Background: an optimization exercise with open tools, aiming at small area, a short achievable clock period and few clock cycles. Do not read the settings as production practice. In this exercise RTL edits were held to simulation tests only and were not proved equivalent to the original. No activity file was given, so power comes from the tool's default toggle rates.

==> design.v <==
module mctp_rx (
    input  wire        clk,
    input  wire        rst,             
    input  wire        start_valid,
    output wire        start_ready,
    input  wire [7:0]  cfg_mtu,         
    input  wire        cfg_pec_check,   
    input  wire        in_valid,        
    output wire        in_ready,
    input  wire [7:0]  in_data,
    output reg         out_valid,       
    input  wire        out_ready,
    output reg  [7:0]  out_data,
    output wire        done_valid,      
    input  wire        done_ready,
    output reg  [1:0]  done_status,     
    output reg  [9:0]  done_pkts,       
    output reg  [12:0] done_rx_len,     
    output reg  [12:0] done_raw_len,    
    output reg         done_mic_ok      
);
    localparam [1:0] ST_OK = 2'd0, ST_BADBC = 2'd1, ST_OVF = 2'd2, ST_PEC = 2'd3;
    localparam [7:0]  MIC_X0 = 8'h85;
    localparam [23:0] MIC_HI = 24'h9F9B5C;
    function [7:0] crc8_byte(input [7:0] c, input [7:0] b);
        integer i;
        reg [7:0] x;
        begin
            x = c ^ b;
            for (i = 0; i < 8; i = i + 1)
                x = x[7] ? ((x << 1) ^ 8'h07) : (x << 1);
            crc8_byte = x;
        end
    endfunction
    function [31:0] crc32_byte(input [31:0] c, input [7:0] b);
        integer i;
        reg [31:0] x;
        begin
            x = c ^ {24'd0, b};
            for (i = 0; i < 8; i = i + 1)
                x = x[0] ? ((x >> 1) ^ 32'h82F63B78) : (x >> 1);
            crc32_byte = x;
        end
    endfunction
    reg        s_idle, s_hdr, s_body, s_pec, s_done;
    reg        s_inv1, s_loop, s_fin, s_inv2;
    reg        ir;          
    reg        dv;          
    reg [7:0]  mtu;
    reg        pec_check;
    reg [8:0]  bcm5;        
    reg        bc5_r;       
    reg        bc6_r;       
    reg [7:0]  cnt;         
    reg        cnt1_r;      
    reg        cnt0_r;      
    reg        eom;
    reg [7:0]  crc8;
    reg [31:0] crc32;
    reg        sk_valid;    
    reg [7:0]  sk_data;
    reg        bc_bad_r;    
    reg        body_ovf_r;  
    assign start_ready = s_idle;
    assign in_ready    = ir;
    assign done_valid  = dv;
    wire take      = in_valid && ir;
    wire take_hdr  = take && s_hdr;
    wire take_body = take && s_body;
    wire take_pec  = take && s_pec;
    wire hdr_last  = take_hdr && (cnt[2:0] == 3'd0);
    wire hdr_fail  = bc_bad_r || body_ovf_r;
    wire hdr_ok    = hdr_last && !hdr_fail;
    wire bc_zero   = bc5_r;
    wire body_last = take_body && cnt1_r;
    wire cnt_zero  = cnt0_r;
    wire next_ovf  = (done_raw_len >= 13'd5112);
    wire pec_bad   = pec_check && (in_data != crc8);
    wire done_fire = dv && done_ready;
    wire start     = s_idle && start_valid;
    wire out_free  = !out_valid || out_ready;
    wire out_fire  = out_valid && out_ready;
    wire s_idle_n = rst || (s_idle && !start_valid) || done_fire;
    wire s_hdr_n  = !rst && (start || (s_hdr && !hdr_last) ||
                             (take_pec && !pec_bad && !eom && !next_ovf));
    wire s_body_n = !rst && ((hdr_ok && !bc_zero) || (s_body && !body_last));
    wire s_pec_n  = !rst && ((hdr_ok && bc_zero) || body_last || (s_pec && !take));
    wire s_inv1_n = !rst && take_pec && pec_bad;
    wire s_loop_n = !rst && (s_inv1 || (s_loop && !cnt_zero));
    wire s_fin_n  = !rst && s_loop && cnt_zero;
    wire s_inv2_n = !rst && s_fin;
    wire s_done_n = !rst && ((hdr_last && hdr_fail) ||
                             (take_pec && !pec_bad && (eom || next_ovf)) ||
                             s_inv2 || (s_done && !done_fire));
    wire ov_n     = !rst && (out_free ? (sk_valid || take_body) : 1'b1);
    wire sk_n     = !rst && !out_free && (sk_valid || take_body);
    wire        raw_inc  = take_body || take_pec || s_loop || hdr_ok || s_fin;
    wire        raw_by8  = s_hdr || s_fin;
    wire [12:0] raw_p1   = done_raw_len + 13'd1;
    wire [12:0] raw_p8   = {done_raw_len[12:3] + 10'd1, done_raw_len[2:0]};
    wire        rx_inc   = take_body || (s_loop && !cnt_zero);
    wire        pkts_inc = take_pec || s_fin;
    wire        inv      = s_inv1 || s_inv2;
    wire [8:0]  cap_s  = {1'b0, done_raw_len[7:0]} + {1'b0, bcm5[7:0]};
    wire [4:0]  cap_hi = done_raw_len[12:8];
    wire        cap_19 = (cap_hi == 5'd19);
    wire        cap_18 = (cap_hi == 5'd18);
    wire        cap_20 = (cap_hi >= 5'd20);
    wire [7:0] crc8_next = crc8_byte(crc8, in_data);
    wire       mic_match = ((crc32[7:0] ^ out_data) == MIC_X0) && (crc32[31:8] == MIC_HI);
    always @(posedge clk) begin
        s_idle    <= s_idle_n;
        s_hdr     <= s_hdr_n;
        s_body    <= s_body_n;
        s_pec     <= s_pec_n;
        s_inv1    <= s_inv1_n;
        s_loop    <= s_loop_n;
        s_fin     <= s_fin_n;
        s_inv2    <= s_inv2_n;
        s_done    <= s_done_n;
        ir        <= s_hdr_n || (s_body_n && !sk_n) || s_pec_n;
        dv        <= s_done_n && !ov_n;
        out_valid <= ov_n;
        sk_valid  <= sk_n;
        bc_bad_r   <= bcm5[8] || (bcm5[7:0] > mtu);
        body_ovf_r <= cap_20 || (cap_19 && cap_s > 9'd247) || (cap_18 && cap_s > 9'd503);
        if (out_free) begin
            if (sk_valid)
                out_data <= sk_data;
            else if (s_body)
                out_data <= in_data;
        end else if (!sk_valid) begin
            sk_data <= in_data;
        end
        if (out_fire) begin
            crc32 <= crc32_byte(crc32, out_data);
            if (done_status == ST_OK)
                done_mic_ok <= mic_match;
        end
        if (inv) begin
            done_raw_len <= ~done_raw_len;
            done_rx_len  <= ~done_rx_len;
            done_pkts    <= ~done_pkts;
        end else begin
            if (raw_inc)
                done_raw_len <= raw_by8 ? raw_p8 : raw_p1;
            if (rx_inc)
                done_rx_len <= done_rx_len + 13'd1;
            if (pkts_inc)
                done_pkts <= done_pkts + 10'd1;
        end
        if (start) begin
            mtu          <= cfg_mtu;
            pec_check    <= cfg_pec_check;
            done_status  <= ST_OK;
            done_pkts    <= 10'd0;
            done_rx_len  <= 13'd0;
            done_raw_len <= 13'd0;
            done_mic_ok  <= 1'b0;
            crc32        <= 32'hFFFFFFFF;
            crc8         <= 8'd0;
        end
        if (s_hdr && cnt[2:0] == 3'd5) begin
            bcm5  <= {1'b0, in_data} - 9'd5;
            bc5_r <= (in_data == 8'd5);
            bc6_r <= (in_data == 8'd6);
        end
        if (s_hdr && cnt[2:0] == 3'd0)
            eom <= in_data[6];
        if (take_hdr) begin
            if (!cnt[2])
                crc8 <= crc8_next;
            if (cnt[2:0] == 3'd0) begin
                if (hdr_fail) begin
                    done_status <= bc_bad_r ? ST_BADBC : ST_OVF;
                    done_mic_ok <= 1'b0;
                end
            end
        end
        if (take_body) begin
            crc8 <= crc8_next;
        end
        if (take_pec) begin
            crc8 <= 8'd0;
            if (pec_bad) begin
                done_status <= ST_PEC;
                done_mic_ok <= 1'b0;
            end else if (!eom && next_ovf) begin
                done_status <= ST_OVF;
                done_mic_ok <= 1'b0;
            end
        end
        if (start || take_pec) begin
            cnt    <= 8'd7;
            cnt1_r <= 1'b0;
            cnt0_r <= 1'b0;
        end else if ((hdr_last && !hdr_fail) || s_inv1) begin
            cnt    <= bcm5[7:0];
            cnt1_r <= bc6_r;
            cnt0_r <= bc_zero;
        end else if (take_hdr || take_body || (s_loop && !cnt_zero)) begin
            cnt    <= cnt - 8'd1;
            cnt1_r <= (cnt == 8'd2);
            cnt0_r <= cnt1_r;
        end
    end
endmodule
==> flow/run.sh <==
#!/bin/bash
# The standard layout (the standard.sh: standard synthesis, then ORFS to
# finish), with plain sky130 buffers on the ports instead of the delay cells
# that buffer_ports picks by default, and a clock tree without dummy loads.
export BUFFER_PORTS_ARGS="-buffer_cell sky130_fd_sc_hd__buf_2"
export CTS_ARGS="-sink_clustering_enable -repair_clock_nets -buf_list {sky130_fd_sc_hd__clkbuf_4 sky130_fd_sc_hd__clkbuf_8} -dont_use_dummy_load"
bash standard.sh > standard.log 2>&1
==> standard.sh <==
#!/bin/bash
# synth_recipe.tcl (not shown) runs the flow's synth.tcl, then flattens the netlist and writes it again
# the make line also repeats each setting of config.mk as NAME=value (left out here)
make -C /OpenROAD-flow-scripts/flow DESIGN_CONFIG=/design/flow/config.mk WORK_HOME=/design/flow/orfs CLKGATE_MAP_FILE= SYNTH_SCRIPT=/design/flow/synth_recipe.tcl "${@:-finish}"
==> config.mk <==
export PLATFORM = sky130hd
export DESIGN_NAME = mctp_rx
export DESIGN_NICKNAME = mctp_rx
export VERILOG_FILES = /design/flow/design.v
export SDC_FILE = /design/flow/constraint.sdc
export NUM_CORES = 4
export LEC_CHECK = 0
export CAP_MARGIN = 20
export CORE_MARGIN = 2
export CORE_UTILIZATION = 40
export CTS_BUF_LIST = sky130_fd_sc_hd__clkbuf_4 sky130_fd_sc_hd__clkbuf_8
export SETUP_SLACK_MARGIN = 2.8
export SLEW_MARGIN = 20
==> constraint.sdc <==
create_clock -name core_clock -period 5.0 [get_ports {clk}]
set_input_delay 1.0000 -clock core_clock [delete_from_list [all_inputs] [get_ports {clk}]]
set_output_delay 1.0000 -clock core_clock [all_outputs]
set_load 0.01 [all_outputs]
==> flow_metrics.env, run 1 <==
export IMPL_final_nets=917
export IMPL_final_layout_size_suffix_gt1_frac=0.2221
export IMPL_crit_arrival_ns=2.54
export IMPL_tightestPinTransition_ns=1.021
export IMPL_start_kind="input port"
export IMPL_antenna_found_initial=0
export IMPL_synth_area_mm2=0.007558
export IMPL_clk_pin_slew_ns=0.07
export IMPL_cts_made_buffers=17
export IMPL_viasPerCell=5.137
export IMPL_vdd_ir_drop_max_mv=0.1621
export IMPL_min_from="cnt0_r"
export IMPL_grt_pass1_vias=5388
export IMPL_dp_hpwl_um=12740
export IMPL_die_w_um=141.5
export IMPL_r2r_end="crc32[7]"
export IMPL_dr_first_iter_drc_count=345
export IMPL_synth_area_leaders="dfxtp_1, edfxtp_1, xnor2_1"
export IMPL_cts_sinks=141
export IMPL_ys_ff_latch=141
export IMPL_max_freq_ghz=0.4609
export IMPL_routedWlPerCell_um=16.27
export IMPL_dieArea_mm2=0.02001
export IMPL_place_congestion=0.8595
export IMPL_synth_edf_count=37
export IMPL_final_common_cell="dfxtp_1"
export IMPL_vias=5620
export IMPL_reg2reg_from="out_data[0]"
export IMPL_die_y_um=141.5
export IMPL_cts_root_buf="clkbuf_8"
export IMPL_rows=50
export IMPL_synth_nets=821
export IMPL_p_leak_uw=0.003571
export IMPL_ys_types=53
export IMPL_final_cell_mix="dfxtp_1, nor2_1, xnor2_1"
export IMPL_pin_count=74
export IMPL_min_path_type="flop to flop"
export IMPL_status="timing/DRC/antenna clean"
export IMPL_tns_ns=0
export IMPL_drc=0
export IMPL_grt_max_degree=46
export IMPL_clockBufferDepth=2
export IMPL_drt_wl_total_um=17800
export IMPL_grt_total_usage=0.1859
export IMPL_synth_async_sr_flop_share=0
export IMPL_powerDensity_mw_per_mm2=221.2
export IMPL_htree_levels=4
export IMPL_rsz0062_at_grt="true"
export IMPL_start_util=0.4054
export IMPL_synth_warnings=1
export IMPL_end_kind="flop"
export IMPL_cts_tree="done"
export IMPL_ys_flop_type="dfxtp_1"
export IMPL_grt_first_pass_wirelength_um=28910
export IMPL_drv_slew=0
export IMPL_regToRegSetupSlack_ns=2.88
export IMPL_grt_overflow_total=0
export IMPL_core_mm2=0.01864
export IMPL_antenna_cells=0
export IMPL_drv_cap=0
export IMPL_synthToLayoutAreaGrowth_pct=18.08
export IMPL_finClkSkew_ns=0.03324
export IMPL_post_synth_top_area_cell="dfxtp_1"
export IMPL_hold_buffers=0
export IMPL_drt_pass1_iterations=5
export IMPL_syn_area_per_cell_um2=9.867
export IMPL_io_buffers=73
export IMPL_finalHoldViolCount=0
export IMPL_ys_seq_area_frac=0.4224
export IMPL_path_class="input port to flop"
export IMPL_clk_latency_ns=0.45
export IMPL_critPathMaxFanout=6
export IMPL_fin_crit_ns=2.170
export IMPL_worst_r2r_path_depth=8
export IMPL_ant_nets=0
export IMPL_hold_path_cell_count=2
export IMPL_yosys_area_top_type_share=0.2755
export IMPL_fillers=1770
export IMPL_worstHoldEndpoint="s_fin"
export IMPL_maxSlewHeadroom=0.3169
export IMPL_fin_util=0.4787
export IMPL_synthCells=766
export IMPL_post_route_period_util=0.4339
export IMPL_cp_data_required_time_ns=5.37
export IMPL_setup_viol=0
-- per-stage QoR --
stage	cell area [um^2]	total power [uW]	instances	setup WS [ns]	hold WS (ns)
after floorplan	7739	1279	766	2.550	0.3984
after global placement	8275	1316	1044	2.268	0.4572
after detailed placement	8283	1316	1045	2.195	0.4465
after CTS	8717	1992	1077	2.784	0.4606
after global routing	8925	2054	1094	2.731	0.4929
final	8925	1975	1094	2.830	0.4578
-- worst max-delay path by stage --
stage          startpoint         endpoint  slack (ns)
6_report       in_data[6]          crc8[2]        2.83
5_1_grt        in_data[6]          crc8[2]        2.73
4_1_cts          in_valid  done_raw_len[4]        2.78
3_5_place_dp   in_data[4]               dv        2.19
3_3_place_gp   in_data[4]               dv        2.27
2_1_floorplan  in_data[3]               dv        2.55
-- cell type report --
cell class	instances	area, um^2	area share
Inverter	29	108.9	0.01220
Tap cell	234	292.8	0.03281
Sequential cell	141	3202	0.3588
Timing Repair Buffer	109	670.6	0.07514
Clock buffer	17	234.0	0.02622
Multi-Input combinational cell	564	4417	0.4949
-- worst max-delay path, stage by stage --
cell	delay (ns)
buf_4	0.15
xnor2_4	0.20
buf_4	0.15
xor2_2	0.19
xor2_1	0.25
xor2_1	0.12
or3_1	0.32
a21oi_1	0.14
-- report_power, final --
group / internal, uW / switching (uW) / total (uW)
clock network: 299 / 374 / 673
logic: 46.3 / 70.7 / 117
registers: 1180 / 6.66 / 1180
total: 1520 / 451 / 1970
-- Yosys cell counts (all sizes together) (17+ instances only) --
library cell	n
a21oi	36
inv	29
o21ai	31
nor2	81
nand3	17
xor2	56
edfxtp	37
clkbuf	30
ha	31
o211ai	24
nand2	58
dfxtp	104
xnor2	96
-- routing by layer --
metal	routed length [um]	track usage	vias to the layer above
met2	7943	0.2867	105
met1	8945	0.2631	2660
li1	-	-	2836
met5	0	0	-
met4	333	0.06000	0
met3	579	0.03611	19
-- registers in the layout, indices dropped and copies added, names as in the netlist, 9 cells and up --
register and cells:
done_pkts 10, done_raw_len 13, bcm5 9, done_rx_len 13, crc32 32
-- what timing repair did --
action | 4_1_cts | 5_1_grt
buffers inserted | 15 | 17
cloned | 0 | 0
pin swaps | 14 | 15
endpoints found under the setup margin | 45 | 29
gates resized for setup | 11 | 23
-- kinds of logic (layout without fill, tap and decap cells) --
group	after synthesis	count (layout)	synth area share
simple gates	225	225	0.1415
compound gates	146	146	0.1218
mux	9	9	0.01308
xor+xnor	152	152	0.2168
flops	141	141	0.4224
buf+inv	61	155	0.03029
fa+ha+maj	32	32	0.05396
Testbench counts, summed over its fixed seeds: cycles 37,863.
==> run 2: changes to the inputs <==
--- a/config.mk
+++ b/config.mk
@@ -9,5 +9,6 @@
 export CORE_MARGIN = 2
 export CORE_UTILIZATION = 40
 export CTS_BUF_LIST = sky130_fd_sc_hd__clkbuf_4 sky130_fd_sc_hd__clkbuf_8
+export GPL_TIMING_DRIVEN = 0
 export SETUP_SLACK_MARGIN = 2.8
 export SLEW_MARGIN = 20
==> run 2 against run 1 <==
Against the previous run:
- count of clock-buffer cells in the layout is the same
- largest power group unchanged
- setup slack lost 0.039 ns
- non-clock buffer count grew 44
- total power grew 1.3%
- global-route usage grew 0.92 points
- worst hold slack lost 0.027 ns
- critical path type unchanged
- die area is the same
==> flow_metrics.env, run 2 <==
export IMPL_fillers=1761
export IMPL_crit_arrival_ns=2.54
export IMPL_final_cell_mix="dfxtp_1, nor2_1, xnor2_1"
export IMPL_antenna_found_initial=0
export IMPL_synth_async_sr_flop_share=0
export IMPL_ys_flop_type="dfxtp_1"
export IMPL_ys_seq_area_frac=0.4224
export IMPL_synth_edf_count=37
export IMPL_fin_crit_ns=2.208
export IMPL_end_kind="flop"
export IMPL_maxSlewHeadroom=0.4935
export IMPL_synthCells=766
export IMPL_multiInputGateArea_mm2=0.004549
export IMPL_die_y_um=141.5
export IMPL_ant_nets=0
export IMPL_clk_latency_ns=0.45
export IMPL_drt_pass1_iterations=7
export IMPL_synth_area_leaders="dfxtp_1, edfxtp_1, xnor2_1"
export IMPL_grt_max_degree=19
export IMPL_synth_area_mm2=0.007558
export IMPL_stdcell_count=1138
export IMPL_grt_pass1_vias=5631
export IMPL_min_path_type="flop to flop"
export IMPL_hold_buffers=0
export IMPL_dieArea_mm2=0.02001
export IMPL_fin_util=0.5017
export IMPL_cts_tree="done"
export IMPL_post_synth_top_area_cell="dfxtp_1"
export IMPL_min_from="bcm5[8]"
export IMPL_final_nets=961
export IMPL_yosys_area_top_type_share=0.2755
export IMPL_ys_ff_latch=141
export IMPL_cp_data_required_time_ns=5.33
export IMPL_slowest_delay_ns=0.38
export IMPL_grt_overflow_total=0
export IMPL_drt_wl_total_um=19310
export IMPL_pin_count=74
export IMPL_critPathMaxFanout=7
export IMPL_clockBufferDepth=2
export IMPL_p_sw_uw=466.4
export IMPL_crit_start="in_valid"
export IMPL_power_internal_uw=1534
export IMPL_grt_first_pass_wirelength_um=30210
export IMPL_dp_cells=1073
export IMPL_final_layout_size_suffix_gt1_frac=0.2456
export IMPL_clk_pin_slew_ns=0.06
export IMPL_synth_nets=821
export IMPL_finalHoldViolCount=0
export IMPL_largest_reg_flops=32
export IMPL_rows=50
export IMPL_drv_cap=0
export IMPL_synthToLayoutAreaGrowth_pct=23.74
export IMPL_powerDensity_mw_per_mm2=213.9
export IMPL_p_leak_uw=0.003765
export IMPL_drv_slew=0
export IMPL_seq_area_mm2=0.003204
export IMPL_post_route_period_util=0.4417
export IMPL_tns_ns=0
export IMPL_rsz0062_at_grt="true"
export IMPL_p_comb_frac=0.068
export IMPL_start_kind="input port"
export IMPL_place_congestion=0.8850
export IMPL_vdd_ir_drop_max_mv=0.1688
export IMPL_worstPathCellList="buf_2 > nand2_4 > nor4_4 > nor4_4 > buf_6 > o31a_1 > a211oi_2 > xnor2_1 > nor2_1"
export IMPL_status="timing/DRC/antenna clean"
export IMPL_yosys_top_cells_count="dfxtp_1, xnor2_1, nor2_1, nand2_1, xor2_1"
export IMPL_routedWlPerCell_um=16.97
export IMPL_htree_levels=4
export IMPL_grt_total_usage=0.1950
export IMPL_top_register="crc32"
export IMPL_dr_first_iter_drc_count=476
export IMPL_cts_sinks=141
export IMPL_largestRegisters="crc32 (32), done_raw_len (13), done_rx_len (13)"
export IMPL_power_share_clock=0.341
export IMPL_antenna_cells=0
export IMPL_synth_most_common_cell="dfxtp_1"
export IMPL_swShare=0.2332
export IMPL_slowest_stage="o31a_1"
export IMPL_drc=0
export IMPL_synth_warnings=1
export IMPL_final_common_cell="dfxtp_1"
export IMPL_finClkSkew_ns=0.02101
export IMPL_max_freq_ghz=0.4528
export IMPL_ys_types=53
export IMPL_io_buffers=73
export IMPL_vias=5925
export IMPL_cts_root_buf="clkbuf_8"
export IMPL_cts_made_buffers=17
export IMPL_core_mm2=0.01864
export IMPL_start_util=0.4054
export IMPL_path_class="input port to flop"
export IMPL_syn_area_per_cell_um2=9.867
export IMPL_tightestPinTransition_ns=0.7597
export IMPL_crit_top_cell="nor4_4"
export IMPL_setup_viol=0
export IMPL_dp_hpwl_um=13670
export IMPL_reg2reg_from="cnt[0]"
export IMPL_viasPerCell=5.207
export IMPL_p_seq_frac=0.591
export IMPL_die_w_um=141.5
[run 2: through the flow]
stage | hold slack [ns] | cell area [um^2] | total power (uW) | setup WS, ns
3_3_place_gp | 0.4519 | 8397 | 1320 | 1.922
4_1_cts | 0.4321 | 9016 | 2004 | 2.760
2_1_floorplan | 0.3984 | 7739 | 1279 | 2.550
6_report | 0.4304 | 9353 | 2000 | 2.792
3_5_place_dp | 0.4248 | 8397 | 1321 | 1.906
5_1_grt | 0.4568 | 9353 | 2070 | 2.727
[run 2: routing by layer]
metal  part of all wire  track usage
met5                  0            0
met4             0.0099      0.03947
met3              0.046      0.03982
met2               0.45       0.3056
met1               0.49       0.2806
[run 2: critical path, delay by kind of cell]
| kind | cells | cell delay (ns) |
|---|---|---|
| xor+xnor | 1 | 0.14 |
| buf+inv | 2 | 0.29 |
| compound gates | 2 | 0.62 |
| simple gates | 4 | 0.49 |
[run 2: worst paths after layout]
| path | end | slack, ns | depth (start not counted) |
|---|---|---|---|
| hold / removal | bc_bad_r | 0.43 | 1 |
| hold reg to reg | bc_bad_r | 0.43 | 1 |
| setup reg to reg | done_raw_len[12] | 2.80 | 10 |
| setup / recovery | done_raw_len[12] | 2.79 | 9 |
[run 2: logic make-up (layout without fill, tap and decap cells)]
group / count (synthesis) / after routing / share of synthesized area
AO/OA/AOI/OAI: 146 / 146 / 0.1218
XOR/XNOR: 152 / 152 / 0.2168
adder cells (fa/ha/maj): 32 / 32 / 0.05396
buffers and inverters: 61 / 199 / 0.03029
flip-flops: 141 / 141 / 0.4224
multiplexers: 9 / 9 / 0.01308
AND/OR/NAND/NOR: 225 / 225 / 0.1415
[run 2: layout make-up]
class	count	share of cell area
timing repair buffer	121	0.08482
clock buffer	17	0.02502
tap	234	0.03130
sequential	141	0.3426
multi-input combinational	564	0.4864
inverter	29	0.01217
buffer	32	0.01766
[run 2: power groups by stage]
stage	Clock, uW	Sequential [uW]	Combinational (uW)
finish	682	1180	137
global route	740	1180	148
CTS	691	1180	131
detailed placement	0	1210	113
global placement	0	1210	112
floorplan	0	1210	71.4
[run 2: timing repair]
action / 4_1_cts / 5_1_grt
setup buffers: 28 / 20
pin swaps: 16 / 28
resized for setup: 29 / 47
endpoints found under the setup margin: 70 / 84
==> run 3: changes to the inputs <==
--- a/config.mk
+++ b/config.mk
@@ -9,6 +9,5 @@
 export CORE_MARGIN = 2
 export CORE_UTILIZATION = 40
 export CTS_BUF_LIST = sky130_fd_sc_hd__clkbuf_4 sky130_fd_sc_hd__clkbuf_8
-export GPL_TIMING_DRIVEN = 0
-export SETUP_SLACK_MARGIN = 2.8
+export SETUP_SLACK_MARGIN = 2.7
 export SLEW_MARGIN = 20
==> run 3 against run 2 <==
Against the previous run:
- sequential share of layout area is 2.7 points higher
- largest cell class unchanged
- sequential cell count stayed put
- worst hold slack better by 0.046 ns
- count of clock-buffer cells in the layout stayed put
- synthesized cell count stayed put
- register-to-register slack better by 0.03 ns
- via count is 5.7% lower
- still clean on timing, DRC and antenna
- combinational power is 23% lower
- first-iteration DRC count is 25% lower
- critical path depth is 2 lower
- total power is 1.5% lower
==> flow_metrics.env, run 3 <==
export IMPL_final_cell_mix="dfxtp_1, nor2_1, xnor2_1"
export IMPL_drt_wl_total_um=17670
export IMPL_dp_hpwl_um=12590
export IMPL_antenna_cells=0
export IMPL_clk_latency_ns=0.44
export IMPL_synth_async_sr_flop_share=0
export IMPL_ys_flop_type="dfxtp_1"
export IMPL_status="timing/DRC/antenna clean"
export IMPL_pin_count=74
export IMPL_top_register="crc32"
export IMPL_ys_ff_latch=141
export IMPL_fillers=1788
export IMPL_final_common_cell="dfxtp_1"
export IMPL_cts_made_buffers=17
export IMPL_synth_nets=821
export IMPL_largest_reg_flops=32
export IMPL_worstPathCellList="buf_2 > nand2_2 > nor4_4 > nor4_4 > o31a_1 > or3_1 > a21oi_1"
export IMPL_end_kind="flop"
export IMPL_final_nets=897
export IMPL_cts_sinks=141
export IMPL_grt_total_usage=0.1834
export IMPL_synthCells=766
export IMPL_synth_edf_count=37
export IMPL_min_path_type="flop to flop"
export IMPL_power_internal_uw=1516
export IMPL_post_synth_top_area_cell="dfxtp_1"
export IMPL_path_depth=7
export IMPL_dr_first_iter_drc_count=355
export IMPL_critPathMaxFanout=7
export IMPL_synth_area_mm2=0.007558
export IMPL_max_freq_ghz=0.4459
export IMPL_powerDensity_mw_per_mm2=227.8
export IMPL_setup_viol=0
export IMPL_die_w_um=141.5
export IMPL_die_y_um=141.5
export IMPL_synth_most_common_cell="dfxtp_1"
export IMPL_grt_first_pass_wirelength_um=28340
export IMPL_vias=5586
export IMPL_hold_path_cell_count=2
export IMPL_syn_area_per_cell_um2=9.867
export IMPL_synthToLayoutAreaGrowth_pct=14.45
export IMPL_fin_crit_ns=2.243
export IMPL_routedWlPerCell_um=16.45
export IMPL_cts_tree="done"
export IMPL_p_comb_frac=0.054
export IMPL_ys_types=53
export IMPL_ys_seq_area_frac=0.4224
export IMPL_grt_pass1_vias=5112
export IMPL_drc=0
export IMPL_place_congestion=0.8418
export IMPL_multiInputGateArea_mm2=0.004334
export IMPL_crit_arrival_ns=2.61
export IMPL_htree_levels=4
export IMPL_rows=50
export IMPL_clockBufferDepth=2
export IMPL_grt_max_degree=60
export IMPL_start_kind="input port"
export IMPL_critPathTopFamily="simple AND/OR/NAND/NOR gates"
export IMPL_seq_area_mm2=0.003196
export IMPL_antenna_found_initial=0
export IMPL_cp_data_required_time_ns=5.37
export IMPL_cts_root_buf="clkbuf_8"
export IMPL_io_buffers=73
export IMPL_core_mm2=0.01864
export IMPL_finalHoldViolCount=0
export IMPL_swShare=0.2307
export IMPL_hold_buffers=0
export IMPL_drv_slew=0
export IMPL_start_util=0.4054
export IMPL_synth_warnings=1
export IMPL_viasPerCell=5.201
export IMPL_p_sw_uw=454.6
export IMPL_tns_ns=0
export IMPL_clk_pin_slew_ns=0.07
export IMPL_largestRegisters="crc32 (32), done_raw_len (13), done_rx_len (13)"
export IMPL_finClkSkew_ns=0.02429
export IMPL_power_share_clock=0.345
export IMPL_path_class="input port to flop"
export IMPL_p_leak_uw=0.003429
export IMPL_dp_cells=1045
export IMPL_p_seq_frac=0.601
export IMPL_yosys_top_cells_count="dfxtp_1, xnor2_1, nor2_1, nand2_1, xor2_1"
export IMPL_post_route_period_util=0.4486
export IMPL_slowest_delay_ns=0.40
export IMPL_drv_cap=0
export IMPL_ant_nets=0
export IMPL_rsz0062_at_grt="true"
export IMPL_crit_top_cell="nor4_4"
export IMPL_vdd_ir_drop_max_mv=0.1616
export IMPL_dieArea_mm2=0.02001
export IMPL_maxSlewHeadroom=0.3464
export IMPL_final_layout_size_suffix_gt1_frac=0.1881
export IMPL_critPathBufInv=1
export IMPL_grt_overflow_total=0
export IMPL_drt_pass1_iterations=4
export IMPL_worst_r2r_path_depth=6
export IMPL_slowest_stage="o31a_1"
export IMPL_stdcell_count=1074
export IMPL_synth_area_leaders="dfxtp_1, edfxtp_1, xnor2_1"
export IMPL_yosys_area_top_type_share=0.2755
export IMPL_tightestPinTransition_ns=0.9767
==> run 3: cells by family after synthesis <==
family,count (synthesis),synth area share
and+or+nand+nor,225,0.1415
xor gates and xnor gates,152,0.2168
adders and majority gates,32,0.05396
DFF,141,0.4224
buffers and inverters,61,0.03029
muxes,9,0.01308
AOI/OAI and AO/OA,146,0.1218
==> run 3: metrics by stage <==
stage	hold slack [ns]	instance area (um^2)	total power [uW]	utilization	setup WS [ns]
2_1_floorplan	0.3984	7669	1276	-	2.550
3_3_place_gp	0.4617	8213	1312	0.4405	2.266
3_5_place_dp	0.4604	8213	1313	0.4405	2.213
4_1_cts	0.4727	8514	1990	0.4567	2.703
5_1_grt	0.4918	8651	2052	0.4640	2.694
6_report	0.4767	8651	1971	0.4640	2.757
==> run 3: area by class of cell <==
| class | count | share of cell area |
|---|---|---|
| Multi-Input combinational cell | 564 | 0.5010 |
| Sequential cell | 141 | 0.3694 |
| Timing Repair Buffer | 89 | 0.05612 |
| Tap cell | 234 | 0.03384 |
| Clock buffer | 17 | 0.02705 |
| Inverter | 29 | 0.01258 |
==> run 3: what timing repair did <==
action | 4_1_cts | 5_1_grt
setup buffers | 8 | 4
gates resized for setup | 1 | 14
gates cloned | 0 | 0
pin swaps | 7 | 4
endpoints found under the hold margin | 0 | 0
endpoints found under the setup margin | 26 | 25
==> run 3: path summary, 6_finish.rpt <==
check	end	start	slack, ns
max	done_raw_len[8]	in_valid	2.76
min	s_fin	cnt0_r	0.48
max reg2reg	crc32[11]	out_data[1]	2.83
min reg2reg	s_fin	cnt0_r	0.48
==> run 3: routing by layer <==
metal | track usage | wire length [um] | vias up
met1 | 0.2663 | 8593 | 2640
met3 | 0.03611 | 813 | 17
li1 | - | - | 2793
met5 | 0 | 0 | -
met4 | 0.05053 | 192 | 0
met2 | 0.2785 | 8073 | 136
==> run 3: tightest hold or removal path: cells and delay by family, from the launching register on <==
family	cells	cell delay (ns)
flops	1	0.33
simple gates	2	0.11
==> run 3: power by group through the flow <==
stage | clock network [uW] | logic (uW) | registers [uW]
after floorplan | 0 | 68.9 | 1210
after global placement | 0 | 103 | 1210
after detailed placement | 0 | 104 | 1210
after CTS | 701 | 105 | 1180
after global routing | 749 | 118 | 1180
final | 681 | 106 | 1180
==> run 4: changes to the inputs <==
--- a/config.mk
+++ b/config.mk
@@ -9,5 +9,5 @@
 export CORE_MARGIN = 2
 export CORE_UTILIZATION = 40
 export CTS_BUF_LIST = sky130_fd_sc_hd__clkbuf_4 sky130_fd_sc_hd__clkbuf_8
-export SETUP_SLACK_MARGIN = 2.7
+export SETUP_SLACK_MARGIN = 2.9
 export SLEW_MARGIN = 20
==> run 4 against run 3 <==
Against the previous run:
- worst hold slack got worse by 0.024 ns
- synthesized area unchanged
- synthesized cell count unchanged
- maximum frequency increased by 3.2%
- register-to-register slack about the same
- clock power about the same
- count of clock-buffer cells in the layout unchanged
- design area increased by 9.2%
- via count increased by 2.6%
- die area unchanged
- sequential power about the same
- first-iteration DRC count decreased by 9.3%
- critical path type is now flop to output port
==> flow_metrics.env, run 4 <==
export IMPL_grt_first_pass_wirelength_um=28810
export IMPL_rsz0062_at_grt="true"
export IMPL_finalHoldViolCount=0
export IMPL_synth_area_leaders="dfxtp_1, edfxtp_1, xnor2_1"
export IMPL_routedWlPerCell_um=16.52
export IMPL_clk_latency_ns=0.45
export IMPL_p_seq_frac=0.593
export IMPL_critPathTopFamily="flip-flops"
export IMPL_largestRegisters="crc32 (32), done_raw_len (13), done_rx_len (13)"
export IMPL_synth_area_mm2=0.007558
export IMPL_fin_crit_ns=2.172
export IMPL_grt_overflow_total=0
export IMPL_synth_warnings=1
export IMPL_power_internal_uw=1532
export IMPL_dp_hpwl_um=12660
export IMPL_post_route_period_util=0.4345
export IMPL_finalPower_uw=1995
export IMPL_dieArea_mm2=0.02001
export IMPL_cts_made_buffers=17
export IMPL_path_class="flop to output port"
export IMPL_drv_slew=0
export IMPL_drt_wl_total_um=18480
export IMPL_dr_first_iter_drc_count=322
export IMPL_tightestPinTransition_ns=0.8372
export IMPL_final_area_mm2=0.009450
export IMPL_start_kind="flop"
export IMPL_ant_nets=0
export IMPL_die_y_um=141.5
export IMPL_synth_nets=821
export IMPL_end_kind="output port"
export IMPL_slowest_stage="edfxtp_1"
export IMPL_dp_cells=1045
export IMPL_vias=5734
export IMPL_yosys_top_cells_count="dfxtp_1, xnor2_1, nor2_1, nand2_1, xor2_1"
export IMPL_htree_levels=4
export IMPL_largest_reg_flops=32
export IMPL_drv_cap=0
export IMPL_top_register="crc32"
export IMPL_pin_count=74
export IMPL_cts_sinks=141
export IMPL_clockBufferDepth=2
export IMPL_final_common_cell="dfxtp_1"
export IMPL_ys_ff_latch=141
export IMPL_cp_data_required_time_ns=4.00
export IMPL_final_layout_size_suffix_gt1_frac=0.2859
export IMPL_cts_tree="done"
export IMPL_io_buffers=73
export IMPL_p_comb_frac=0.066
export IMPL_grt_total_usage=0.1864
export IMPL_grt_max_degree=60
export IMPL_final_nets=942
export IMPL_place_congestion=0.8650
export IMPL_maxSlewHeadroom=0.4398
export IMPL_min_path_type="flop to flop"
export IMPL_drt_pass1_iterations=4
export IMPL_vdd_ir_drop_max_mv=0.1363
export IMPL_status="timing/DRC/antenna clean"
export IMPL_stdcell_count=1119
export IMPL_antenna_found_initial=0
export IMPL_synth_most_common_cell="dfxtp_1"
export IMPL_slowest_delay_ns=0.53
export IMPL_start_util=0.4054
export IMPL_drc=0
export IMPL_ys_types=53
export IMPL_setup_viol=0
export IMPL_antenna_cells=0
export IMPL_grt_pass1_vias=5130
export IMPL_final_cell_mix="dfxtp_1, nor2_1, xnor2_1"
export IMPL_power_share_clock=0.341
export IMPL_synthCells=766
export IMPL_tns_ns=0
export IMPL_crit_arrival_ns=1.17
export IMPL_p_leak_uw=0.003799
export IMPL_max_freq_ghz=0.4603
export IMPL_synth_async_sr_flop_share=0
export IMPL_worstPathCellList="buf_2"
export IMPL_yosys_area_top_type_share=0.2755
export IMPL_ys_seq_area_frac=0.4224
export IMPL_swShare=0.2321
export IMPL_finClkSkew_ns=0.02575
export IMPL_post_synth_top_area_cell="dfxtp_1"
export IMPL_placed_area_mm2=0.008347
export IMPL_fillers=1697
export IMPL_synth_edf_count=37
export IMPL_rows=50
export IMPL_p_sw_uw=463.2
export IMPL_syn_area_per_cell_um2=9.867
export IMPL_die_w_um=141.5
export IMPL_powerDensity_mw_per_mm2=211.1
export IMPL_synthToLayoutAreaGrowth_pct=25.03
export IMPL_critPathBufInv=1
export IMPL_critPathMaxFanout=3
export IMPL_cts_root_buf="clkbuf_8"
export IMPL_viasPerCell=5.124
export IMPL_core_mm2=0.01864
export IMPL_clk_pin_slew_ns=0.07
export IMPL_ys_flop_type="dfxtp_1"
[run 4: cell count changes in the layout (fill, tap and decap cells not counted), moves of 3 or more]
cell	change
buf_4	+34
dfxtp_1	-19
dfxtp_2	+17
buf_6	+11
xnor2_1	-8
buf_2	-7
xnor2_2	+7
xor2_4	+5
buf_12	+4
inv_1	-4
inv_2	+4
xor2_1	-4
buf_8	+3
ha_4	+3
[run 4: area by class of cell]
class                      count  area [um^2]  area share
multi-input combinational    564         4636      0.4905
sequential                   141         3224      0.3412
timing repair buffer         134        954.7      0.1010
tap                          234        292.8     0.03098
clock buffer                  17        234.0     0.02476
inverter                      29        108.9     0.01152
[run 4: per-stage QoR]
step | util | hold WS (ns) | setup slack [ns]
after CTS | 0.4841 | 0.4406 | 2.774
after detailed placement | 0.4477 | 0.4457 | 2.229
after global routing | 0.5069 | 0.4734 | 2.756
after global placement | 0.4477 | 0.4580 | 2.275
after floorplan | - | 0.3984 | 2.553
final | 0.5069 | 0.4528 | 2.828
[run 4: power groups by stage]
stage / combinational (uW) / sequential, uW / clock [uW]
floorplan: 74.1 / 1210 / 0
global placement: 109 / 1210 / 0
detailed placement: 109 / 1210 / 0
CTS: 121 / 1180 / 703
global route: 145 / 1180 / 745
finish: 131 / 1180 / 680
[run 4: path summary, 6_finish.rpt]
kind	startpoint	end	slack (ns)	cells after the start
hold reg to reg	cnt0_r	s_fin	0.45	2
hold / removal	cnt0_r	s_fin	0.45	2
setup / recovery	out_data[1]	out_data[1]	2.83	1
setup reg to reg	out_data[0]	crc32[8]	2.84	9
[run 4: kinds of logic after synthesis]
family / share of synthesized area
compound gates: 0.1218
mux: 0.01308
fa+ha+maj: 0.05396
xor+xnor: 0.2168
flops: 0.4224
buf+inv: 0.03029
simple gates: 0.1415
[run 4: what timing repair did]
action                                  4_1_cts  5_1_grt
setup buffers                                33       24
gates cloned                                  0        0
endpoints found under the setup margin       78       60
hold buffers                                  0        0
pin swaps                                    19       35
gates resized for setup                      39       51
[run 4: metal layers]
metal / wire length (um) / GRT usage / share of wire
met3: 860 / 0.04320 / 0.047
met4: 240 / 0.04737 / 0.013
met2: 8354 / 0.2762 / 0.45
met1: 9026 / 0.2741 / 0.49
met5: 0 / 0 / 0
==> run 5: changes to the inputs <==
--- a/flow/run.sh
+++ b/flow/run.sh
@@ -4,4 +4,4 @@
 # that buffer_ports picks by default, and a clock tree without dummy loads.
 export BUFFER_PORTS_ARGS="-buffer_cell sky130_fd_sc_hd__buf_2"
 export CTS_ARGS="-sink_clustering_enable -repair_clock_nets -buf_list {sky130_fd_sc_hd__clkbuf_4 sky130_fd_sc_hd__clkbuf_8} -dont_use_dummy_load"
-bash standard.sh > standard.log 2>&1
+bash standard.sh SKIP_GATE_CLONING=1 finish > standard.log 2>&1
--- a/config.mk
+++ b/config.mk
@@ -9,5 +9,5 @@
 export CORE_MARGIN = 2
 export CORE_UTILIZATION = 40
 export CTS_BUF_LIST = sky130_fd_sc_hd__clkbuf_4 sky130_fd_sc_hd__clkbuf_8
-export SETUP_SLACK_MARGIN = 2.9
+export SETUP_SLACK_MARGIN = 2.8
 export SLEW_MARGIN = 20
==> run 5 against run 4 <==
Against the previous run:
- still clean
- core utilization shrank 2.8 points
- total power shrank 1.0%
- cell count shrank 2.2%
- first-iteration DRC count grew 7.1%
- highest routed layer unchanged
==> flow_metrics.env, run 5 <==
export IMPL_status="timing/DRC/antenna clean"
export IMPL_final_nets=917
export IMPL_post_route_period_util=0.4339
export IMPL_vdd_ir_drop_max_mv=0.1621
export IMPL_drv_slew=0
export IMPL_maxSlewHeadroom=0.3169
export IMPL_drc=0
export IMPL_tns_ns=0
export IMPL_tightestPinTransition_ns=1.021
export IMPL_ys_seq_area_frac=0.4224
export IMPL_finalHoldViolCount=0
export IMPL_grt_total_usage=0.1859
export IMPL_top_register="crc32"
export IMPL_p_seq_frac=0.600
export IMPL_clk_pin_slew_ns=0.07
export IMPL_critPathMaxFanout=6
export IMPL_end_kind="flop"
export IMPL_dr_first_iter_drc_count=345
export IMPL_synth_area_leaders="dfxtp_1, edfxtp_1, xnor2_1"
export IMPL_synthToLayoutAreaGrowth_pct=18.08
export IMPL_grt_max_degree=46
export IMPL_syn_area_per_cell_um2=9.867
export IMPL_power_internal_uw=1523
export IMPL_slowest_delay_ns=0.32
export IMPL_fillers=1770
export IMPL_viasPerCell=5.137
export IMPL_cp_data_required_time_ns=5.37
export IMPL_start_util=0.4054
export IMPL_p_comb_frac=0.059
export IMPL_die_y_um=141.5
export IMPL_final_common_cell="dfxtp_1"
export IMPL_synth_nets=821
export IMPL_fin_crit_ns=2.170
export IMPL_drv_cap=0
export IMPL_synthSimpleGateAreaFrac=0.1415
export IMPL_cts_sinks=141
export IMPL_rsz0062_at_grt="true"
export IMPL_worst_r2r_path_depth=8
export IMPL_post_synth_top_area_cell="dfxtp_1"
export IMPL_dieArea_mm2=0.02001
export IMPL_clk_latency_ns=0.45
export IMPL_worstPathCellList="buf_4 > xnor2_4 > buf_4 > xor2_2 > xor2_1 > xor2_1 > or3_1 > a21oi_1"
export IMPL_cts_tree="done"
export IMPL_cts_root_buf="clkbuf_8"
export IMPL_yosys_top_cells_count="dfxtp_1, xnor2_1, nor2_1, nand2_1, xor2_1"
export IMPL_synth_most_common_cell="dfxtp_1"
export IMPL_synth_top_family_by_area="XOR/XNOR gates"
export IMPL_final_cell_mix="dfxtp_1, nor2_1, xnor2_1"
export IMPL_synth_xor_area_frac=0.2169
export IMPL_drt_pass1_iterations=5
export IMPL_io_buffers=73
export IMPL_ys_ff_latch=141
export IMPL_path_class="input port to flop"
export IMPL_fin_util=0.4787
export IMPL_grt_pass1_vias=5388
export IMPL_synth_warnings=1
export IMPL_ant_nets=0
export IMPL_p_sw_uw=451.3
export IMPL_die_w_um=141.5
export IMPL_synthCells=766
export IMPL_routedWlPerCell_um=16.27
export IMPL_min_path_type="flop to flop"
export IMPL_dp_hpwl_um=12740
export IMPL_largestRegisters="crc32 (32), done_raw_len (13), done_rx_len (13)"
export IMPL_clockBufferDepth=2
export IMPL_htree_levels=4
export IMPL_synth_async_sr_flop_share=0
export IMPL_antenna_cells=0
export IMPL_start_kind="input port"
export IMPL_cts_made_buffers=17
export IMPL_synthAdderAreaFrac=0.05396
export IMPL_drt_wl_total_um=17800
export IMPL_antenna_found_initial=0
export IMPL_synthMuxAreaShare=0.01308
export IMPL_core_mm2=0.01864
export IMPL_rows=50
export IMPL_place_congestion=0.8595
export IMPL_ys_types=53
export IMPL_powerDensity_mw_per_mm2=221.2
export IMPL_vias=5620
export IMPL_synth_area_mm2=0.007558
export IMPL_yosys_area_top_type_share=0.2755
export IMPL_pin_count=74
export IMPL_grt_first_pass_wirelength_um=28910
export IMPL_largest_reg_flops=32
export IMPL_hold_buffers=0
export IMPL_final_layout_size_suffix_gt1_frac=0.2221
export IMPL_finClkSkew_ns=0.03324
export IMPL_ys_flop_type="dfxtp_1"
export IMPL_crit_arrival_ns=2.54
export IMPL_p_leak_uw=0.003571
export IMPL_grt_overflow_total=0
export IMPL_slowest_stage="or3_1"
export IMPL_max_freq_ghz=0.4609
export IMPL_hold_path_cell_count=2
export IMPL_synth_edf_count=37
export IMPL_setup_viol=0
export IMPL_swShare=0.2286
export IMPL_power_share_clock=0.341
export IMPL_synth_compound_area_share=0.1218
run 5: logic make-up (layout without fill, tap and decap cells):
group | count (synthesis) | after routing
mux | 9 | 9
simple gates | 225 | 225
xor+xnor | 152 | 152
flops | 141 | 141
compound gates | 146 | 146
buf+inv | 61 | 155
fa+ha+maj | 32 | 32
run 5: power groups by stage:
stage,clock network [uW],logic [uW],registers [uW]
6_report,673,117,1180
5_1_grt,741,129,1180
4_1_cts,699,109,1180
3_5_place_dp,0,106,1210
3_3_place_gp,0,106,1210
2_1_floorplan,0,71.4,1210
run 5: final timing paths:
| kind | start | endpoint | slack (ns) |
|---|---|---|---|
| hold reg to reg | cnt0_r | s_fin | 0.46 |
| setup reg to reg | out_data[0] | crc32[7] | 2.88 |
| setup / recovery | in_data[6] | crc8[2] | 2.83 |
| hold / removal | cnt0_r | s_fin | 0.46 |
run 5: repair_timing:
action                                  4_1_cts  5_1_grt
resized for setup                            11       23
gates cloned                                  0        0
pin swaps                                    14       15
endpoints found under the setup margin       45       29
setup buffers                                15       17
run 5: worst max-delay path: cells and delay by family:
family | cells | cell delay, ns
AO/OA/AOI/OAI | 1 | 0.14
XOR/XNOR | 4 | 0.76
buffers and inverters | 2 | 0.30
AND/OR/NAND/NOR | 1 | 0.32
run 5: final cells by class:
cell class | instances | area [um^2] | area share
Clock buffer | 17 | 234.0 | 0.02622
Inverter | 29 | 108.9 | 0.01220
Multi-Input combinational cell | 564 | 4417 | 0.4949
Sequential cell | 141 | 3202 | 0.3588
Tap cell | 234 | 292.8 | 0.03281
Timing Repair Buffer | 109 | 670.6 | 0.07514
run 5: metrics by stage:
stage	hold slack [ns]	power (uW)	setup WS [ns]	instance area (um^2)	cells
finish	0.4578	1975	2.830	8925	1094
floorplan	0.3984	1279	2.550	7739	766
detailed placement	0.4465	1316	2.195	8283	1045
CTS	0.4606	1992	2.784	8717	1077
global route	0.4929	2054	2.731	8925	1094
global placement	0.4572	1316	2.268	8275	1044
run 5: routing by layer:
layer	share of wire	wire, um	GRT usage	vias to the layer above
met5	0	0	0	-
met4	0.019	333	0.06000	0
met3	0.033	579	0.03611	19
met2	0.45	7943	0.2867	105
met1	0.50	8945	0.2631	2660
li1	-	-	-	2836
==> run 6: changes to the inputs <==
==> flow/run.sh (replaced) <==
#!/bin/bash
# The standard layout (the standard.sh: standard synthesis, then ORFS to
# finish), with plain sky130 buffers on the ports instead of the delay cells
# that buffer_ports picks by default, and a clock tree without dummy loads.
export BUFFER_PORTS_ARGS="-buffer_cell sky130_fd_sc_hd__buf_1"
export CTS_ARGS="-sink_clustering_enable -repair_clock_nets -buf_list {sky130_fd_sc_hd__clkbuf_4 sky130_fd_sc_hd__clkbuf_8} -dont_use_dummy_load"
bash standard.sh > standard.log 2>&1
==> run 6 against run 5 <==
Against the previous run:
- global-route usage decreased by 0.33 points
- first-iteration DRC count increased by 24%
- synthesized cell count unchanged
- via count increased by 1.1%
- clock power increased by 2%
- design area increased by 1.1%
- cell count increased by 0.73%
- sequential share of layout area decreased by 0.33 points
- register-to-register slack got worse by 0.04 ns
- setup slack improved by 0.014 ns
- sequential cell count unchanged
==> flow_metrics.env, run 6 <==
export IMPL_pin_count=74
export IMPL_path_depth=9
export IMPL_syn_area_per_cell_um2=9.867
export IMPL_routedWlPerCell_um=16.43
export IMPL_maxSlewHeadroom=0.4773
export IMPL_worstPathCellList="xnor2_4 > buf_12 > xor2_4 > xnor2_4 > buf_4 > buf_4 > xor2_1 > xnor2_1 > o21ai_1"
export IMPL_fin_crit_ns=2.156
export IMPL_yosys_top_cells_count="dfxtp_1, xnor2_1, nor2_1, nand2_1, xor2_1"
export IMPL_core_mm2=0.01864
export IMPL_cts_tree="done"
export IMPL_die_w_um=141.5
export IMPL_drv_slew=0
export IMPL_path_class="flop to flop"
export IMPL_ys_seq_area_frac=0.4224
export IMPL_synth_edf_count=37
export IMPL_largestRegisters="crc32 (32), done_raw_len (13), done_rx_len (13)"
export IMPL_drc=0
export IMPL_grt_pass1_vias=5234
export IMPL_slowest_stage="edfxtp_1"
export IMPL_synth_warnings=1
export IMPL_antenna_cells=0
export IMPL_start_kind="flop"
export IMPL_vdd_ir_drop_max_mv=0.1873
export IMPL_critPathTopFamily="XOR/XNOR gates"
export IMPL_slowest_delay_ns=0.52
export IMPL_vias=5681
export IMPL_drt_pass1_iterations=5
export IMPL_start_util=0.4054
export IMPL_place_congestion=0.8358
export IMPL_largest_reg_flops=32
export IMPL_synth_area_leaders="dfxtp_1, edfxtp_1, xnor2_1"
export IMPL_synth_nets=821
export IMPL_crit_start="out_data[0]"
export IMPL_final_common_cell="dfxtp_1"
export IMPL_tightestPinTransition_ns=0.7812
export IMPL_clockBufferDepth=2
export IMPL_ant_nets=0
export IMPL_ys_types=53
export IMPL_dieArea_mm2=0.02001
export IMPL_status="timing/DRC/antenna clean"
export IMPL_cts_sinks=141
export IMPL_finalHoldViolCount=0
export IMPL_yosys_area_top_type_share=0.2755
export IMPL_tns_ns=0
export IMPL_synth_area_mm2=0.007558
export IMPL_cts_root_buf="clkbuf_8"
export IMPL_antenna_found_initial=0
export IMPL_p_leak_uw=0.003388
export IMPL_grt_max_degree=38
export IMPL_ys_flop_type="dfxtp_1"
export IMPL_final_nets=925
export IMPL_setup_viol=0
export IMPL_grt_overflow_total=0
export IMPL_post_synth_top_area_cell="dfxtp_1"
export IMPL_end_kind="flop"
export IMPL_hold_buffers=0
export IMPL_grt_total_usage=0.1825
export IMPL_clk_pin_slew_ns=0.06
export IMPL_htree_levels=4
export IMPL_io_buffers=73
export IMPL_dp_hpwl_um=12700
export IMPL_synth_most_common_cell="dfxtp_1"
export IMPL_crit_arrival_ns=2.46
export IMPL_worst_r2r_path_depth=9
export IMPL_drt_wl_total_um=18110
export IMPL_synthCells=766
export IMPL_finClkSkew_ns=0.02781
export IMPL_powerDensity_mw_per_mm2=221.0
export IMPL_reg2reg_from="out_data[0]"
export IMPL_cp_data_required_time_ns=5.31
export IMPL_min_path_type="flop to flop"
export IMPL_max_freq_ghz=0.4638
export IMPL_final_cell_mix="dfxtp_1, nor2_1, xnor2_1"
export IMPL_critPathBufInv=3
export IMPL_synthToLayoutAreaGrowth_pct=19.32
export IMPL_finalPower_uw=1993
export IMPL_hold_ws_ns=0.4805
export IMPL_top_register="crc32"
export IMPL_final_layout_size_suffix_gt1_frac=0.1613
export IMPL_min_from="cnt0_r"
export IMPL_ys_ff_latch=141
export IMPL_clk_latency_ns=0.45
export IMPL_drv_cap=0
export IMPL_die_y_um=141.5
export IMPL_synth_async_sr_flop_share=0
export IMPL_regToRegSetupSlack_ns=2.84
export IMPL_viasPerCell=5.155
export IMPL_rows=50
export IMPL_grt_first_pass_wirelength_um=28500
export IMPL_dr_first_iter_drc_count=428
export IMPL_critPathMaxFanout=3
export IMPL_hold_path_cell_count=2
export IMPL_post_route_period_util=0.4312
export IMPL_rsz0062_at_grt="true"
export IMPL_cts_made_buffers=17
## run 6: cell families (layout without fill, tap and decap cells)
logic type / after synthesis / in the layout / synth area share
xor+xnor: 152 / 152 / 0.2168
fa+ha+maj: 32 / 32 / 0.05396
compound gates: 146 / 146 / 0.1218
flops: 141 / 141 / 0.4224
buf+inv: 61 / 163 / 0.03029
simple gates: 225 / 225 / 0.1415
mux: 9 / 9 / 0.01308
## run 6: area by class of cell
class	instances	area, um^2
fillers	1748	9624
multi-input cells	564	4484
flip-flops and latches	141	3206
repair buffers	117	685.7
well taps	234	292.8
clock buffers	17	234.0
inverters	29	116.4
## run 6: per-stage QoR
step / cells / area [um^2] / utilization / worst slack [ns]
after floorplan: 766 / 7739 / - / 2.550
after global placement: 1045 / 8192 / 0.4394 / 2.215
after detailed placement: 1045 / 8194 / 0.4395 / 2.128
after CTS: 1073 / 8582 / 0.4603 / 2.803
after global routing: 1102 / 9019 / 0.4838 / 2.761
final: 1102 / 9019 / 0.4838 / 2.844
## run 6: report_power, final
group,switching [uW],total (uW),internal (uW)
clock,385,684,299
combinational,74.5,126,51.5
sequential,6.38,1180,1180
## run 6: worst register-to-register path, cell delays in order (launching register included)
cell      delay, ns
edfxtp_1       0.52
xnor2_4        0.29
buf_12         0.15
xor2_4         0.23
xnor2_4        0.10
buf_4          0.16
buf_4          0.13
xor2_1         0.16
xnor2_1        0.21
o21ai_1        0.08
## run 6: path summary, 6_finish.rpt
path / endpoint
worst min-delay path: s_fin
worst min register to register: s_fin
worst max-delay path: crc32[2]
worst max register to register: crc32[2]
## run 6: per-layer routing
metal	part of all wire	GRT usage	vias to the layer above
met5	0	0	-
met4	0.011	0.04579	0
met3	0.033	0.03577	17
met2	0.46	0.2818	112
met1	0.50	0.2635	2698
li1	-	-	2854
## run 6: repair_timing
action                     in CTS  in global routing
gates cloned                    0                  0
gates resized for setup        15                 53
buffers inserted               11                 29
pin swaps                       4                 22
setup endpoints to repair      46                 46
==> run 7: changes to the inputs <==
==> flow/run.sh (replaced) <==
#!/bin/bash
# The standard layout (the standard.sh: standard synthesis, then ORFS to
# finish), with plain sky130 buffers on the ports instead of the delay cells
# that buffer_ports picks by default, and a clock tree without dummy loads.
export BUFFER_PORTS_ARGS="-buffer_cell sky130_fd_sc_hd__buf_2"
export CTS_ARGS="-sink_clustering_enable -repair_clock_nets -buf_list {sky130_fd_sc_hd__clkbuf_4 sky130_fd_sc_hd__clkbuf_8} -dont_use_dummy_load -sink_clustering_size 40 -sink_clustering_max_diameter 120"
bash standard.sh > standard.log 2>&1
==> run 7 against run 6 <==
Against the previous run:
- still clean
- non-clock buffer count fell by 8
- global-route usage rose by 0.33 points
- first-iteration DRC count fell by 19%
- synthesized area did not move
- clock skew rose by 0.0054 ns
- combinational power fell by 7%
- sequential power barely moved
- via count fell by 1.1%
- count of clock-buffer cells in the layout did not move
==> flow_metrics.env, run 7 <==
export IMPL_final_nets=917
export IMPL_status="timing/DRC/antenna clean"
export IMPL_synth_nets=821
export IMPL_grt_overflow_total=0
export IMPL_final_common_cell="dfxtp_1"
export IMPL_finalHoldViolCount=0
export IMPL_end_kind="flop"
export IMPL_antenna_found_initial=0
export IMPL_synth_async_sr_flop_share=0
export IMPL_vias=5620
export IMPL_clk_pin_slew_ns=0.07
export IMPL_largest_reg_flops=32
export IMPL_die_w_um=141.5
export IMPL_tightestPinTransition_ns=1.021
export IMPL_synthCells=766
export IMPL_grt_first_pass_wirelength_um=28910
export IMPL_grt_max_degree=46
export IMPL_cts_made_buffers=17
export IMPL_regToRegSetupSlack_ns=2.88
export IMPL_viasPerCell=5.137
export IMPL_drt_wl_total_um=17800
export IMPL_maxSlewHeadroom=0.3169
export IMPL_dp_hpwl_um=12740
export IMPL_fin_util=0.4787
export IMPL_rows=50
export IMPL_rsz0062_at_grt="true"
export IMPL_post_route_period_util=0.4339
export IMPL_routedWlPerCell_um=16.27
export IMPL_cts_root_buf="clkbuf_8"
export IMPL_p_leak_uw=0.003571
export IMPL_synth_most_common_cell="dfxtp_1"
export IMPL_largestRegisters="crc32 (32), done_raw_len (13), done_rx_len (13)"
export IMPL_dr_first_iter_drc_count=345
export IMPL_synth_area_mm2=0.007558
export IMPL_drv_slew=0
export IMPL_fillers=1770
export IMPL_drc=0
export IMPL_setup_viol=0
export IMPL_ant_nets=0
export IMPL_ys_flop_type="dfxtp_1"
export IMPL_drv_cap=0
export IMPL_yosys_top_cells_count="dfxtp_1, xnor2_1, nor2_1, nand2_1, xor2_1"
export IMPL_post_synth_top_area_cell="dfxtp_1"
export IMPL_ys_types=53
export IMPL_slowest_stage="or3_1"
export IMPL_synth_warnings=1
export IMPL_path_class="input port to flop"
export IMPL_min_path_type="flop to flop"
export IMPL_synth_area_leaders="dfxtp_1, edfxtp_1, xnor2_1"
export IMPL_tns_ns=0
export IMPL_yosys_area_top_type_share=0.2755
export IMPL_ys_ff_latch=141
export IMPL_finClkSkew_ns=0.03324
export IMPL_top_register="crc32"
export IMPL_clockBufferDepth=2
export IMPL_cts_sinks=141
export IMPL_antenna_cells=0
export IMPL_final_cell_mix="dfxtp_1, nor2_1, xnor2_1"
export IMPL_start_util=0.4054
export IMPL_clk_latency_ns=0.45
export IMPL_fin_crit_ns=2.170
export IMPL_io_buffers=73
export IMPL_pin_count=74
export IMPL_syn_area_per_cell_um2=9.867
export IMPL_critPathMaxFanout=6
export IMPL_hold_buffers=0
export IMPL_dieArea_mm2=0.02001
export IMPL_core_mm2=0.01864
export IMPL_grt_pass1_vias=5388
export IMPL_cts_tree="done"
export IMPL_synthToLayoutAreaGrowth_pct=18.08
export IMPL_place_congestion=0.8595
export IMPL_powerDensity_mw_per_mm2=221.2
export IMPL_synth_edf_count=37
export IMPL_final_layout_size_suffix_gt1_frac=0.2221
export IMPL_die_y_um=141.5
export IMPL_grt_total_usage=0.1859
export IMPL_max_freq_ghz=0.4609
export IMPL_slowest_delay_ns=0.32
export IMPL_cp_data_required_time_ns=5.37
export IMPL_worstPathCellList="buf_4 > xnor2_4 > buf_4 > xor2_2 > xor2_1 > xor2_1 > or3_1 > a21oi_1"
export IMPL_htree_levels=4
export IMPL_vdd_ir_drop_max_mv=0.1621
export IMPL_drt_pass1_iterations=5
export IMPL_crit_arrival_ns=2.54
export IMPL_ys_seq_area_frac=0.4224
export IMPL_start_kind="input port"
[run 7: cell types whose count changed in the layout (fill, tap and decap cells not counted), moves of 2 or more]
cell	before	now
buf_1	64	0
buf_2	1	69
buf_4	41	37
buf_6	6	0
clkbuf_2	2	0
ha_2	0	3
ha_4	4	0
inv_2	2	4
inv_4	3	0
[run 7: logic make-up after synthesis]
family,count (synthesis),synth area share
simple gates,225,0.1415
xor+xnor,152,0.2168
flops,141,0.4224
compound gates,146,0.1218
fa+ha+maj,32,0.05396
mux,9,0.01308
buf+inv,61,0.03029
[run 7: power by group]
part           internal, uW  total (uW)  switching [uW]  leakage, uW
registers              1180        1180            6.66      0.00117
clock network           299         673             374     0.000122
logic                  46.3         117            70.7      0.00227
total                  1520        1970             451      0.00357
[run 7: per-stage QoR]
step           total power, uW  worst slack, ns  instances  hold WS, ns  area (um^2)
2_1_floorplan             1279            2.550        766       0.3984         7739
3_3_place_gp              1316            2.268       1044       0.4572         8275
3_5_place_dp              1316            2.195       1045       0.4465         8283
4_1_cts                   1992            2.784       1077       0.4606         8717
5_1_grt                   2054            2.731       1094       0.4929         8925
6_report                  1975            2.830       1094       0.4578         8925
[run 7: repair_timing]
item | CTS | global route
endpoints found under the setup margin | 45 | 29
gates resized for setup | 11 | 23
hold endpoints to repair | 0 | 0
setup buffers | 15 | 17
pin swaps | 14 | 15
[run 7: layout make-up]
type | count | area (um^2) | area share
repair buffers | 109 | 670.6 | 0.07514
multi-input cells | 564 | 4417 | 0.4949
inverters | 29 | 108.9 | 0.01220
clock buffers | 17 | 234.0 | 0.02622
flip-flops and latches | 141 | 3202 | 0.3588
well taps | 234 | 292.8 | 0.03281
[run 7: worst paths after layout]
path,startpoint,to,cells after the start
worst min-delay path,cnt0_r,s_fin,2
worst min register to register,cnt0_r,s_fin,2
worst max register to register,out_data[0],crc32[7],8
worst max-delay path,in_data[6],crc8[2],8
[run 7: routing by layer]
layer  vias up  routed length (um)  track usage
met5         -                   0            0
met4         0                 333      0.06000
met3        19                 579      0.03611
met2       105                7943       0.2867
met1      2660                8945       0.2631
li1       2836                   -            -
[run 7: worst max-delay path: cells and delay by family]
| family | cells | cell delay (ns) |
|---|---|---|
| AOI/OAI and AO/OA | 1 | 0.14 |
| xor gates and xnor gates | 4 | 0.76 |
| buffers and inverters | 2 | 0.30 |
| and+or+nand+nor | 1 | 0.32 |

-- port drivers added, routing unchanged --
The flow's constraints put no driver on any port. The routed layouts listed below were extracted and timed again, unchanged, in two steps. Step 1, drivers: a clkbuf_16 drives clk and a buf_2 each remaining input, both assumed. Step 2 moves the port delays by t, midway between the first and last clock arrival at a register: inputs arrive t later, outputs are due t later. That takes back most of the time a late clock gives input paths. Slacks: ideal ports / drivers / drivers and shift; pairs: ideal ports / drivers.
run	shift t [ns]	slack for setup (ns)	hold slack, ns	worst setup path after step 2	worst slew at a driven data input, ns
run 1	0.472	2.830 / 2.800 / 2.366	0.458 / 0.458 / 0.458	input to register	0.06
run 2	0.483	2.792 / 2.763 / 2.310	0.430 / 0.430 / 0.430	input to register	0.05
run 3	0.471	2.757 / 2.738 / 2.268	0.477 / 0.477 / 0.477	input to register	0.05
run 4	0.470	2.828 / 2.792 / 2.489	0.453 / 0.453 / 0.453	input to register	0.07
run 5	0.472	2.830 / 2.800 / 2.366	0.458 / 0.458 / 0.458	input to register	0.06
run 6	0.473	2.844 / 2.808 / 2.367	0.481 / 0.481 / 0.481	input to register	0.06
run 7	0.472	2.830 / 2.800 / 2.366	0.458 / 0.458 / 0.458	input to register	0.06
After both steps setup and hold are still met in every run listed. The setup slack of run 3, which loses most, moves by -0.019 ns with the drivers and by -0.489 ns with both steps.
